Context: an optimization exercise on an open-source flow, tuned for small area, a short achievable clock period and few clock cycles. The choices shown serve that exercise and are no tape-out recipe. The RTL was checked by simulation tests, not by an equivalence proof against the original design.

== red ==
==> flow/design.v <==
module fce_engine (
    input  wire         clk,
    input  wire         rst,         
    input  wire         start,       
    input  wire         dir,         
    input  wire         var_vb,      
    input  wire [5:0]   len,         
    input  wire [31:0]  rounds,      
    input  wire [127:0] key,         
    input  wire [255:0] buf_in,      
    output wire         busy,
    output reg          done,        
    output reg          err,
    output reg  [2:0]   errcode,
    output wire [255:0] buf_out
);
    localparam [31:0] DELTA   = 32'h9E3779B9;
    localparam [5:0]  BUF_CAP = 6'd32;
    localparam [2:0] ERR_NONE       = 3'd0;
    localparam [2:0] ERR_BLOCK_LEN  = 3'd2;
    localparam [2:0] ERR_TOO_LARGE  = 3'd3;
    localparam [2:0] ERR_BUFFER_LEN = 3'd5;
    localparam [1:0] S_IDLE = 2'd0;
    localparam [1:0] S_PREP = 2'd1;    
    localparam [1:0] S_RUN  = 2'd2;
    localparam [1:0] S_POST = 2'd3;    
    reg [1:0]   state;
    reg         dir_r;
    reg         vb_r;
    reg         ph;          
    reg [3:0]   nw_r;        
    reg [2:0]   p;           
    reg [31:0]  acc;
    reg [31:0]  tgt;         
    reg [31:0]  zr;          
    reg [31:0]  yr;          
    reg [31:0]  kw [0:3];
    reg [31:0]  kk;          
    reg [31:0]  w  [0:7];
    assign busy = (state != S_IDLE);
    genvar gi;
    generate
        for (gi = 0; gi < 8; gi = gi + 1) begin : g_out
            assign buf_out[32*gi +: 32] = w[gi];
        end
    endgenerate
    wire [3:0] nw_in = len[5:2];
    reg [2:0] chk_code;
    always @(*) begin
        if (len > BUF_CAP)
            chk_code = ERR_TOO_LARGE;
        else if (!var_vb && (len[2:0] != 3'd0))
            chk_code = ERR_BUFFER_LEN;
        else if (var_vb && (len[1:0] != 2'd0))
            chk_code = ERR_BUFFER_LEN;
        else if (var_vb && (nw_in < 4'd2))
            chk_code = ERR_BLOCK_LEN;
        else
            chk_code = ERR_NONE;
    end
    reg [31:0] qd_in;
    always @(*) begin
        case (nw_in)
            4'd2:    qd_in = DELTA * 32'd32;
            4'd3:    qd_in = DELTA * 32'd23;
            4'd4:    qd_in = DELTA * 32'd19;
            4'd5:    qd_in = DELTA * 32'd16;
            4'd6:    qd_in = DELTA * 32'd14;
            4'd7:    qd_in = DELTA * 32'd13;
            default: qd_in = DELTA * 32'd12;
        endcase
    end
    wire fb_empty = (nw_in == 4'd0) || (rounds == 32'd0);
    wire        m_lt16 = (rounds[31:16] == 16'd0);
    wire        m_lt8  = m_lt16 && (rounds[15:8] == 8'd0);
    reg [31:0] dd;
    always @(*) begin
        case (tgt[31:28])
            4'h0: dd = 32'h00000000;
            4'h1: dd = 32'h9e3779b9;
            4'h2: dd = 32'h3c6ef372;
            4'h3: dd = 32'hdaa66d2b;
            4'h4: dd = 32'h78dde6e4;
            4'h5: dd = 32'h1715609d;
            4'h6: dd = 32'hb54cda56;
            4'h7: dd = 32'h5384540f;
            4'h8: dd = 32'hf1bbcdc8;
            4'h9: dd = 32'h8ff34781;
            4'ha: dd = 32'h2e2ac13a;
            4'hb: dd = 32'hcc623af3;
            4'hc: dd = 32'h6a99b4ac;
            4'hd: dd = 32'h08d12e65;
            4'he: dd = 32'ha708a81e;
            default: dd = 32'h454021d7;
        endcase
    end
    wire [2:0] last   = nw_r[2:0] - 3'd1;
    wire [2:0] p_inc  = (p == last) ? 3'd0 : p + 3'd1;
    wire [2:0] p_dec  = (p == 3'd0) ? last : p - 3'd1;
    wire [2:0] p_inc2 = (p_inc == last) ? 3'd0 : p_inc + 3'd1;
    wire [2:0] p_dec2 = (p_dec == 3'd0) ? last : p_dec - 3'd1;
    wire       prep = (state == S_PREP);
    wire [2:0] pv = prep ? (dir_r ? 3'd0 : last) : (vb_r ? p : 3'd0);
    wire [2:0] pf = prep ? (dir_r ? p_dec : p_inc) : (dir_r ? p_dec2 : p_inc2);
    wire [31:0] rd_v = w[pv];
    wire [31:0] rd_f = w[pf];
    wire [31:0] dm   = {32{dir_r}};
    wire [31:0] s2;
    padd u_s2 (.a(acc ^ yr), .b(kk ^ zr), .ci(1'b0), .s(s2));
    wire [31:0] s2x = s2 ^ dm;
    wire [31:0] w1 = w[1];
    wire [31:0] s1, f0, new0;
    padd u_s1 (.a((zr >> 5) ^ (yr << 2)), .b((yr >> 3) ^ (zr << 4)), .ci(1'b0), .s(s1));
    padd u_f0 (.a((w1 << 4) ^ (w1 >> 5)), .b(w1), .ci(1'b0), .s(f0));
    padd u_n0 (.a(rd_v), .b((vb_r ? s1 : f0) ^ s2x), .ci(dir_r), .s(new0));
    wire        swz   = vb_r && dir_r;
    wire [31:0] nx_a  = prep ? rd_v : new0;
    wire [31:0] nx_b  = prep ? rd_f : ((nw_r == 4'd2) ? new0 : rd_f);
    wire [31:0] lnew [0:3];
    assign lnew[0] = new0;
    generate
        for (gi = 1; gi < 4; gi = gi + 1) begin : g_lane
            wire [31:0] wp = w[2*gi];
            wire [31:0] wq = w[2*gi+1];
            wire [31:0] f, sm;
            padd u_f (.a((wq << 4) ^ (wq >> 5)), .b(wq), .ci(1'b0), .s(f));
            padd u_n (.a(wp), .b(f ^ s2x), .ci(dir_r), .s(sm));
            assign lnew[gi] = sm;
        end
    endgenerate
    wire [31:0] acc_step;
    padd u_acc (.a(prep ? {acc[27:0], 4'd0} : acc), .b(prep ? dd : DELTA ^ dm),
                .ci(dir_r && !prep), .s(acc_step));
    wire [31:0] cmp_v    = (!vb_r && dir_r) ? 32'd0 : tgt;
    wire        acc_hit  = (acc == cmp_v);
    wire        tgt_one  = (tgt == 32'd1);
    wire [31:0] tgt_dec  = tgt - 32'd1;
    wire vb_round_end = dir_r ? (p == 3'd0) : (p == last);
    reg  [2:0]  p_n;
    reg         ph_n;
    reg  [31:0] acc_n;
    always @(*) begin
        p_n   = p;
        ph_n  = ph;
        acc_n = acc;
        if (prep) begin
            if (!vb_r)
                acc_n = acc_step;
        end else if (vb_r) begin
            if (vb_round_end) begin
                acc_n = acc_step;
                p_n   = dir_r ? last : 3'd0;
            end else begin
                p_n   = dir_r ? p - 3'd1 : p + 3'd1;
            end
        end else begin
            ph_n = ~ph;
            if (!ph)
                acc_n = acc_step;
        end
    end
    wire [1:0] ksel_n = vb_r ? (p_n[1:0] ^ acc_n[3:2])
                             : ((ph_n == dir_r) ? acc_n[1:0] : acc_n[12:11]);
    integer j;
    always @(posedge clk) begin
        if (rst) begin
            state   <= S_IDLE;
            done    <= 1'b0;
            err     <= 1'b0;
            errcode <= ERR_NONE;
        end else begin
            done <= 1'b0;
            if (state != S_IDLE)
                kk <= kw[ksel_n];
            case (state)
                S_IDLE: begin
                    if (start) begin
                        dir_r <= dir;
                        vb_r  <= var_vb;
                        nw_r  <= nw_in;
                        for (j = 0; j < 4; j = j + 1)
                            kw[j] <= key[32*j +: 32];
                        kk <= key[31:0];
                        zr <= 32'd0;
                        yr <= 32'd0;
                        ph <= 1'b0;
                        if (var_vb)
                            p <= dir ? nw_in[2:0] - 3'd1 : 3'd0;
                        else
                            p <= !dir ? 3'd0 : m_lt8 ? 3'd6 : m_lt16 ? 3'd4 : 3'd0;
                        if (var_vb) begin
                            acc <= dir ? qd_in : DELTA;
                            tgt <= dir ? DELTA : qd_in;
                        end else begin
                            acc <= 32'd0;
                            if (dir && m_lt8)
                                tgt <= {rounds[7:0], 24'd0};
                            else if (dir && m_lt16)
                                tgt <= {rounds[15:0], 16'd0};
                            else
                                tgt <= rounds;
                        end
                        err     <= (chk_code != ERR_NONE);
                        errcode <= chk_code;
                        for (j = 0; j < 8; j = j + 1)
                            w[j] <= (chk_code != ERR_NONE || j < nw_in) ? buf_in[32*j +: 32] : 32'd0;
                        if (chk_code != ERR_NONE)
                            done <= 1'b1;
                        else if (var_vb)
                            state <= S_PREP;
                        else if (fb_empty)
                            done <= 1'b1;
                        else
                            state <= dir ? S_PREP : S_RUN;
                    end
                end
                S_PREP: begin
                    if (vb_r) begin
                        state <= S_RUN;
                        zr <= swz ? nx_b : nx_a;
                        yr <= swz ? nx_a : nx_b;
                    end else begin
                        acc <= acc_step;
                        tgt <= {tgt[27:0], 4'd0};
                        p   <= p + 3'd1;
                        if (p == 3'd7) begin
                            state <= S_RUN;
                            for (j = 0; j < 4; j = j + 1) begin
                                w[2*j]   <= w[2*j+1];
                                w[2*j+1] <= w[2*j];
                            end
                        end
                    end
                end
                S_POST: begin
                    state <= S_IDLE;
                    done  <= 1'b1;
                    for (j = 0; j < 4; j = j + 1) begin
                        w[2*j]   <= w[2*j+1];
                        w[2*j+1] <= w[2*j];
                    end
                end
                S_RUN: begin
                    if (vb_r) begin
                        w[p] <= new0;
                        zr   <= swz ? nx_b : nx_a;
                        yr   <= swz ? nx_a : nx_b;
                        if (vb_round_end) begin
                            acc <= acc_step;
                            p   <= dir_r ? last : 3'd0;
                            if (acc_hit) begin
                                state <= S_IDLE;
                                done  <= 1'b1;
                            end
                        end else begin
                            p <= dir_r ? p - 3'd1 : p + 3'd1;
                        end
                    end else begin
                        for (j = 0; j < 4; j = j + 1) begin
                            if (2 * j < nw_r) begin
                                w[2*j]   <= w[2*j+1];
                                w[2*j+1] <= lnew[j];
                            end
                        end
                        ph <= ~ph;
                        if (!ph) begin
                            acc <= acc_step;
                        end else if (dir_r) begin
                            if (acc_hit)
                                state <= S_POST;
                        end else begin
                            tgt <= tgt_dec;
                            if (tgt_one) begin
                                state <= S_IDLE;
                                done  <= 1'b1;
                            end
                        end
                    end
                end
                default: state <= S_IDLE;
            endcase
        end
    end
endmodule
module padd (
    input  wire [31:0] a,
    input  wire [31:0] b,
    input  wire        ci,
    output wire [31:0] s
);
    wire [31:0] g0 = a & b;
    wire [31:0] p0 = a ^ b;
    wire [31:0] g [0:5];
    wire [31:0] p [0:5];
    assign g[0] = {g0[31:1], g0[0] | (p0[0] & ci)};
    assign p[0] = p0;
    genvar l, i;
    generate
        for (l = 0; l < 5; l = l + 1) begin : lv
            for (i = 0; i < 32; i = i + 1) begin : bt
                if ((i >> l) & 1) begin : op
                    localparam integer J = ((i >> l) << l) - 1;
                    assign g[l+1][i] = g[l][i] | (p[l][i] & g[l][J]);
                    assign p[l+1][i] = p[l][i] & p[l][J];
                end else begin : pass
                    assign g[l+1][i] = g[l][i];
                    assign p[l+1][i] = p[l][i];
                end
            end
        end
    endgenerate
    assign s = p0 ^ {g[5][30:0], ci};
endmodule
Settings: LEC_CHECK=0, CAP_MARGIN=20, CORE_MARGIN=2, CORE_UTILIZATION=40, SLEW_MARGIN=20; clock period 13.0 ns.
standard.sh (not shown) runs the stock make flow with config.mk's settings and CLKGATE_MAP_FILE= SYNTH_SCRIPT=/design/flow/synth_recipe.tcl, a recipe that flattens the netlist after the stock synthesis.
==> flow/flow/run.sh <==
#!/bin/bash
set -euo pipefail
bash standard.sh SETUP_SLACK_MARGIN=7 \
    "BUFFER_PORTS_ARGS=-buffer_cell sky130_fd_sc_hd__buf_1" finish > orfs_make.log 2>&1
Testbench counts of red, summed over its fixed seeds: cycles 105,383.
### red -> blue
--- a/flow/design.v
+++ b/flow/design.v
@@ -69,12 +69,10 @@
             4'd7:    qd_in = DELTA * 32'd13;
             default: qd_in = DELTA * 32'd12;
         endcase
     end
     wire fb_empty = (nw_in == 4'd0) || (rounds == 32'd0);
-    wire        m_lt16 = (rounds[31:16] == 16'd0);
-    wire        m_lt8  = m_lt16 && (rounds[15:8] == 8'd0);
     reg [31:0] dd;
     always @(*) begin
         case (tgt[31:28])
             4'h0: dd = 32'h00000000;
             4'h1: dd = 32'h9e3779b9;
@@ -182,25 +180,17 @@
                             kw[j] <= key[32*j +: 32];
                         kk <= key[31:0];
                         zr <= 32'd0;
                         yr <= 32'd0;
                         ph <= 1'b0;
-                        if (var_vb)
-                            p <= dir ? nw_in[2:0] - 3'd1 : 3'd0;
-                        else
-                            p <= !dir ? 3'd0 : m_lt8 ? 3'd6 : m_lt16 ? 3'd4 : 3'd0;
+                        p  <= (dir && var_vb) ? nw_in[2:0] - 3'd1 : 3'd0;
                         if (var_vb) begin
                             acc <= dir ? qd_in : DELTA;
                             tgt <= dir ? DELTA : qd_in;
                         end else begin
                             acc <= 32'd0;
-                            if (dir && m_lt8)
-                                tgt <= {rounds[7:0], 24'd0};
-                            else if (dir && m_lt16)
-                                tgt <= {rounds[15:0], 16'd0};
-                            else
-                                tgt <= rounds;
+                            tgt <= rounds;
                         end
                         err     <= (chk_code != ERR_NONE);
                         errcode <= chk_code;
                         for (j = 0; j < 8; j = j + 1)
                             w[j] <= (chk_code != ERR_NONE || j < nw_in) ? buf_in[32*j +: 32] : 32'd0;
==> results.txt <==
Delta (blue minus red): number of antenna violations at the first check in global routing dropped 8; count of clock-buffer cells in the layout picked up an extra 8.7%; share of the core filled with cells closely matched the old numbers. Final critical-path share of the clock period is lower on red. Relative to red, cell area decreased by 2.4% in blue. Looking at total inserted antenna cells, blue sits below red.
Testbench counts of blue, summed over its fixed seeds: cycles 107,159.

re-timing with driven ports:
How much do the figures lean on ideal ports? The routed layouts below were timed once more, with nothing changed but the port constraints.
Step 1 assumes that a clkbuf_16 drives the clock port and a buf_2 every other input.
Step 2 adds t to the input delays and takes it off the output delays; t is the mean of the earliest and latest rising clock arrival at the registers after step 1. Input paths then give back, and output paths get back, about the clock's delay inside the block.
Slacks: ideal ports / drivers / drivers and shift; pairs: ideal ports / drivers.
| run | shift t [ns] | slack for setup (ns) | hold slack, ns | slew at the worst register clock pin (ns) | worst data-port slew with drivers (ns) |
|---|---|---|---|---|---|
| red | 0.782 | 6.775 / 6.775 / 6.164 | 0.519 / 0.519 / 0.519 | 0.08 / 0.08 | 0.13 |
| blue | 0.780 | 6.670 / 6.670 / 5.977 | 0.497 / 0.497 / 0.497 | 0.07 / 0.07 | 0.08 |
After both steps setup and hold are still met in every run listed. For blue, which loses most, drivers alone change the setup slack by 0.000 ns; drivers and shift together by -0.693 ns.
